Background: an optimization exercise with open tools, aiming at small area, a short achievable clock period and few clock cycles per item. Do not read the settings as production practice.
Only simulation tests tie the RTL to the original design; equivalence was not proved.

## run A
==> flow/design.v <==
module tea_mix #(parameter integer ARCH = 1) (
    input  wire [31:0] v,
    input  wire [31:0] acc,
    input  wire [31:0] a,
    input  wire [31:0] b,
    output wire [31:0] f
);
    wire [31:0] t0, t1, t2;
    tea_add #(.ARCH(ARCH)) u0 (.x({v[27:0], 4'b0000}), .y(a), .ci(1'b0), .s(t0));
    tea_add #(.ARCH(ARCH)) u1 (.x(v), .y(acc), .ci(1'b0), .s(t1));
    tea_add #(.ARCH(ARCH)) u2 (.x({5'b00000, v[31:5]}), .y(b), .ci(1'b0), .s(t2));
    assign f = t0 ^ t1 ^ t2;
endmodule
module tea_add #(parameter integer ARCH = 1) (
    input  wire [31:0] x,
    input  wire [31:0] y,
    input  wire        ci,
    output wire [31:0] s
);
    wire [31:0] p = x ^ y;
    wire [31:0] g0 = x & y;
    wire [31:0] G [0:10];
    wire [31:0] P [0:10];
    assign G[0] = {g0[31:1], g0[0] | (p[0] & ci)};
    assign P[0] = p;
    genvar l, i;
    generate
        if (ARCH == 9) begin : beh
            assign s = x + y + {31'd0, ci};
        end else if (ARCH == 0) begin : rip
            assign P[1] = P[0];
            assign G[1][0] = G[0][0];
            for (i = 1; i < 32; i = i + 1) begin : r
                assign G[1][i] = G[0][i] | (P[0][i] & G[1][i-1]);
            end
            assign s = p ^ {G[1][30:0], ci};
        end else if (ARCH == 2) begin : skl
            for (l = 0; l < 5; l = l + 1) begin : lv
                for (i = 0; i < 32; i = i + 1) begin : b
                    if ((i >> l) & 1) begin : op
                        assign G[l+1][i] = G[l][i] | (P[l][i] & G[l][((i >> l) << l) - 1]);
                        assign P[l+1][i] = P[l][i] & P[l][((i >> l) << l) - 1];
                    end else begin : pass
                        assign G[l+1][i] = G[l][i];
                        assign P[l+1][i] = P[l][i];
                    end
                end
            end
            assign s = p ^ {G[5][30:0], ci};
        end else if (ARCH == 3) begin : ks
            for (l = 0; l < 5; l = l + 1) begin : lv
                for (i = 0; i < 32; i = i + 1) begin : b
                    if (i >= (1 << l)) begin : op
                        assign G[l+1][i] = G[l][i] | (P[l][i] & G[l][i - (1 << l)]);
                        assign P[l+1][i] = P[l][i] & P[l][i - (1 << l)];
                    end else begin : pass
                        assign G[l+1][i] = G[l][i];
                        assign P[l+1][i] = P[l][i];
                    end
                end
            end
            assign s = p ^ {G[5][30:0], ci};
        end else begin : bk
            for (l = 0; l < 5; l = l + 1) begin : up
                for (i = 0; i < 32; i = i + 1) begin : b
                    if ((i % (2 << l)) == (2 << l) - 1) begin : op
                        assign G[l+1][i] = G[l][i] | (P[l][i] & G[l][i - (1 << l)]);
                        assign P[l+1][i] = P[l][i] & P[l][i - (1 << l)];
                    end else begin : pass
                        assign G[l+1][i] = G[l][i];
                        assign P[l+1][i] = P[l][i];
                    end
                end
            end
            for (l = 3; l >= 0; l = l - 1) begin : dn
                for (i = 0; i < 32; i = i + 1) begin : b
                    if ((i % (2 << l)) == (1 << l) - 1 && i >= (2 << l)) begin : op
                        assign G[9-l][i] = G[8-l][i] | (P[8-l][i] & G[8-l][i - (1 << l)]);
                        assign P[9-l][i] = P[8-l][i] & P[8-l][i - (1 << l)];
                    end else begin : pass
                        assign G[9-l][i] = G[8-l][i];
                        assign P[9-l][i] = P[8-l][i];
                    end
                end
            end
            assign s = p ^ {G[9][30:0], ci};
        end
    endgenerate
endmodule
module tea_core #(parameter integer ARCH = 1) (
    input  wire        clk,
    input  wire        rst,           
    input  wire        in_valid,
    output wire        in_ready,
    input  wire        in_decrypt,    
    input  wire [63:0] in_key,
    input  wire [63:0] in_block,
    output wire        out_valid,
    input  wire        out_ready,
    output wire [63:0] out_block
);
    reg         busy;       
    reg         vld;        
    reg  [6:0]  cnt;        
    reg         dec;
    reg  [63:0] key;
    reg  [31:0] a, b;
    reg  [31:0] acc;        
    function [31:0] acc_of(input [4:0] m);
        case (m)
            5'd0: acc_of = 32'h9E3779B9;
            5'd1: acc_of = 32'h3C6EF372;
            5'd2: acc_of = 32'hDAA66D2B;
            5'd3: acc_of = 32'h78DDE6E4;
            5'd4: acc_of = 32'h1715609D;
            5'd5: acc_of = 32'hB54CDA56;
            5'd6: acc_of = 32'h5384540F;
            5'd7: acc_of = 32'hF1BBCDC8;
            5'd8: acc_of = 32'h8FF34781;
            5'd9: acc_of = 32'h2E2AC13A;
            5'd10: acc_of = 32'hCC623AF3;
            5'd11: acc_of = 32'h6A99B4AC;
            5'd12: acc_of = 32'h08D12E65;
            5'd13: acc_of = 32'hA708A81E;
            5'd14: acc_of = 32'h454021D7;
            5'd15: acc_of = 32'hE3779B90;
            5'd16: acc_of = 32'h81AF1549;
            5'd17: acc_of = 32'h1FE68F02;
            5'd18: acc_of = 32'hBE1E08BB;
            5'd19: acc_of = 32'h5C558274;
            5'd20: acc_of = 32'hFA8CFC2D;
            5'd21: acc_of = 32'h98C475E6;
            5'd22: acc_of = 32'h36FBEF9F;
            5'd23: acc_of = 32'hD5336958;
            5'd24: acc_of = 32'h736AE311;
            5'd25: acc_of = 32'h11A25CCA;
            5'd26: acc_of = 32'hAFD9D683;
            5'd27: acc_of = 32'h4E11503C;
            5'd28: acc_of = 32'hEC48C9F5;
            5'd29: acc_of = 32'h8A8043AE;
            5'd30: acc_of = 32'h28B7BD67;
            5'd31: acc_of = 32'hC6EF3720;
        endcase
    endfunction
    wire        accept = in_valid & in_ready;
    wire        swp    = cnt[6];
    wire        last   = dec ? cnt[6] & ~cnt[0] : (cnt[5:0] == 6'd63);
    wire [6:0]  cnt_nx = accept ? {7{in_decrypt}} : cnt + 7'd1;
    wire        dec_nx = accept ? in_decrypt : dec;
    wire [31:0] f;
    tea_mix #(.ARCH(ARCH)) u_mix (.v(a), .acc(acc), .a(key[63:32]), .b(key[31:0]), .f(f));
    wire [31:0] a_step;
    tea_add #(.ARCH(ARCH)) u_add (.x(b), .y(f ^ {32{dec}}), .ci(dec), .s(a_step));
    assign in_ready  = ~busy & (~vld | out_ready);
    assign out_valid = vld;
    assign out_block = {b, a};
    always @(posedge clk) begin
        if (rst) begin
            busy <= 1'b0;
            vld  <= 1'b0;
        end else begin
            if (accept) begin
                busy <= 1'b1;
                vld  <= 1'b0;
            end else if (busy) begin
                if (last) begin
                    busy <= 1'b0;
                    vld  <= 1'b1;
                end
            end else if (out_ready) begin
                vld <= 1'b0;
            end
        end
    end
    always @(posedge clk) begin
        cnt <= cnt_nx;
        acc <= acc_of(cnt_nx[5:1] ^ {5{dec_nx}});
        if (accept) begin
            key <= in_key;
            dec <= in_decrypt;
            a   <= in_block[31:0];
            b   <= in_block[63:32];
        end else if (busy) begin
            a   <= swp ? b : a_step;
            b   <= a;
        end
    end
endmodule
Settings: LEC_CHECK=0, ABC_AREA=1, CAP_MARGIN=20, CORE_MARGIN=2, CORE_UTILIZATION=40, CTS_BUF_LIST=sky130_fd_sc_hd__clkbuf_4 sky130_fd_sc_hd__clkbuf_8, SLEW_MARGIN=20; clock period 12.0 ns.
standard.sh (not shown) runs the stock make flow with config.mk's settings and CLKGATE_MAP_FILE= SYNTH_SCRIPT=/design/flow/synth_recipe.tcl, a recipe that flattens the netlist after the stock synthesis.
==> flow/flow/run.sh <==
#!/bin/bash
# Standard ORFS layout, with 1x port buffers and a timing-repair target
# tighter than the clock (the clock and the SDC are unchanged).
set -euo pipefail
bash standard.sh synth > synth.log 2>&1
bash standard.sh SETUP_SLACK_MARGIN=6 BUFFER_PORTS_ARGS="-buffer_cell sky130_fd_sc_hd__buf_1" finish > layout.log 2>&1
Testbench counts of run A, summed over its fixed seeds: cycles 67,562, items 1,024.
Modified inputs, run B compared to run A
- a deleted CTS_BUF_LIST that had been sky130_fd_sc_hd__clkbuf_4 sky130_fd_sc_hd__clkbuf_8
==> flow/flow/run.sh <==
#!/bin/bash
# Standard ORFS layout, with 1x port buffers and a timing-repair target
# tighter than the clock (the clock and the SDC are unchanged).
set -euo pipefail
bash standard.sh synth > synth.log 2>&1
bash standard.sh SETUP_SLACK_MARGIN=7 BUFFER_PORTS_ARGS="-buffer_cell sky130_fd_sc_hd__buf_1" finish > layout.log 2>&1
### Flow results
Run B did not stop at any stage, and its layout met the timing, design-rule and antenna checks.
Relative to run A, the worst setup slack after placement of run B is higher by 0.051 ns.
Compared with run A, run B shows via count of the first global-routing pass higher by 299.
Looking at end point of the critical path, the in_ready result is from run B; the a[31]$_DFFE_PP_ one comes from run A.
Run B against run A: sequential share of layout area went down, clock insertion delay at the later pin of the skew report dropped 0.06 ns, sequential standard cell area shows no meaningful change, final setup slack of the worst path went up by 0.32 ns, via count saw an increase.
Modified inputs, run C compared to run B
- CTS_BUF_LIST now sky130_fd_sc_hd__clkbuf_4 sky130_fd_sc_hd__clkbuf_8, previously not set
==> flow/flow/run.sh <==
#!/bin/bash
# Standard ORFS layout, with 1x port buffers and a timing-repair target
# tighter than the clock (the clock and the SDC are unchanged).
set -euo pipefail
bash standard.sh synth > synth.log 2>&1
bash standard.sh SETUP_SLACK_MARGIN=6.5 BUFFER_PORTS_ARGS="-buffer_cell sky130_fd_sc_hd__buf_1" finish > layout.log 2>&1
### Flow results
Changes observed in run C relative to run B: biggest cell delay along the critical path picked up an extra 0.03 ns; number of logic inverters in the finished layout neither gained nor lost much. Of run C and run B, the run reporting the lower worst path arrival time was run B. The number of cells on the worst reg-to-reg path in run C sits 6 below the value recorded for run B. Re count of clock-buffer cells in the layout: run C is 2 down on run B. Re register area: no difference whatsoever between run C and run B.
What run D does differently from run C at the input level:
==> flow/flow/run.sh <==
#!/bin/bash
# Standard ORFS layout, with 1x port buffers and a timing-repair target
# tighter than the clock (the clock and the SDC are unchanged).
set -euo pipefail
bash standard.sh synth > synth.log 2>&1
bash standard.sh SETUP_SLACK_MARGIN=7 BUFFER_PORTS_ARGS="-buffer_cell sky130_fd_sc_hd__buf_1" finish > layout.log 2>&1
--- outcome ---
| number of clock buffers in the layout | higher: run D |.

==> afterwards: timing with drivers on the ports <==
How much do the figures lean on ideal ports? The routed layouts below were timed once more, with nothing changed but the port constraints.
Step 1: set_driving_cell puts a clkbuf_16 on clk and a buf_2 on each other input, an assumption about the parent block.
Step 2 moves the port delays by t, midway between the first and last clock arrival at a register: inputs arrive t later, outputs are due t later. That takes back most of the time a late clock gives input paths.
Three values: no drivers, after step 1, after step 2; two values: the first two.
run	shift t [ns]	setup WS [ns]	worst setup path after step 2	latest minus earliest clock arrival (ns)	slew at the worst register clock pin (ns)
run A	0.541	6.487 / 6.487 / 6.487	register to register	0.018 / 0.018	0.11 / 0.11
run B	0.501	6.807 / 6.765 / 6.749	input to register	0.013 / 0.012	0.07 / 0.07
run C	0.547	6.712 / 6.687 / 6.687	input to output	0.016 / 0.016	0.11 / 0.11
run D	0.544	6.807 / 6.766 / 6.700	input to register	0.014 / 0.014	0.10 / 0.10
After both steps setup and hold are still met in every run listed. For run D, which loses most, drivers alone change the setup slack by -0.041 ns; drivers and shift together by -0.107 ns.
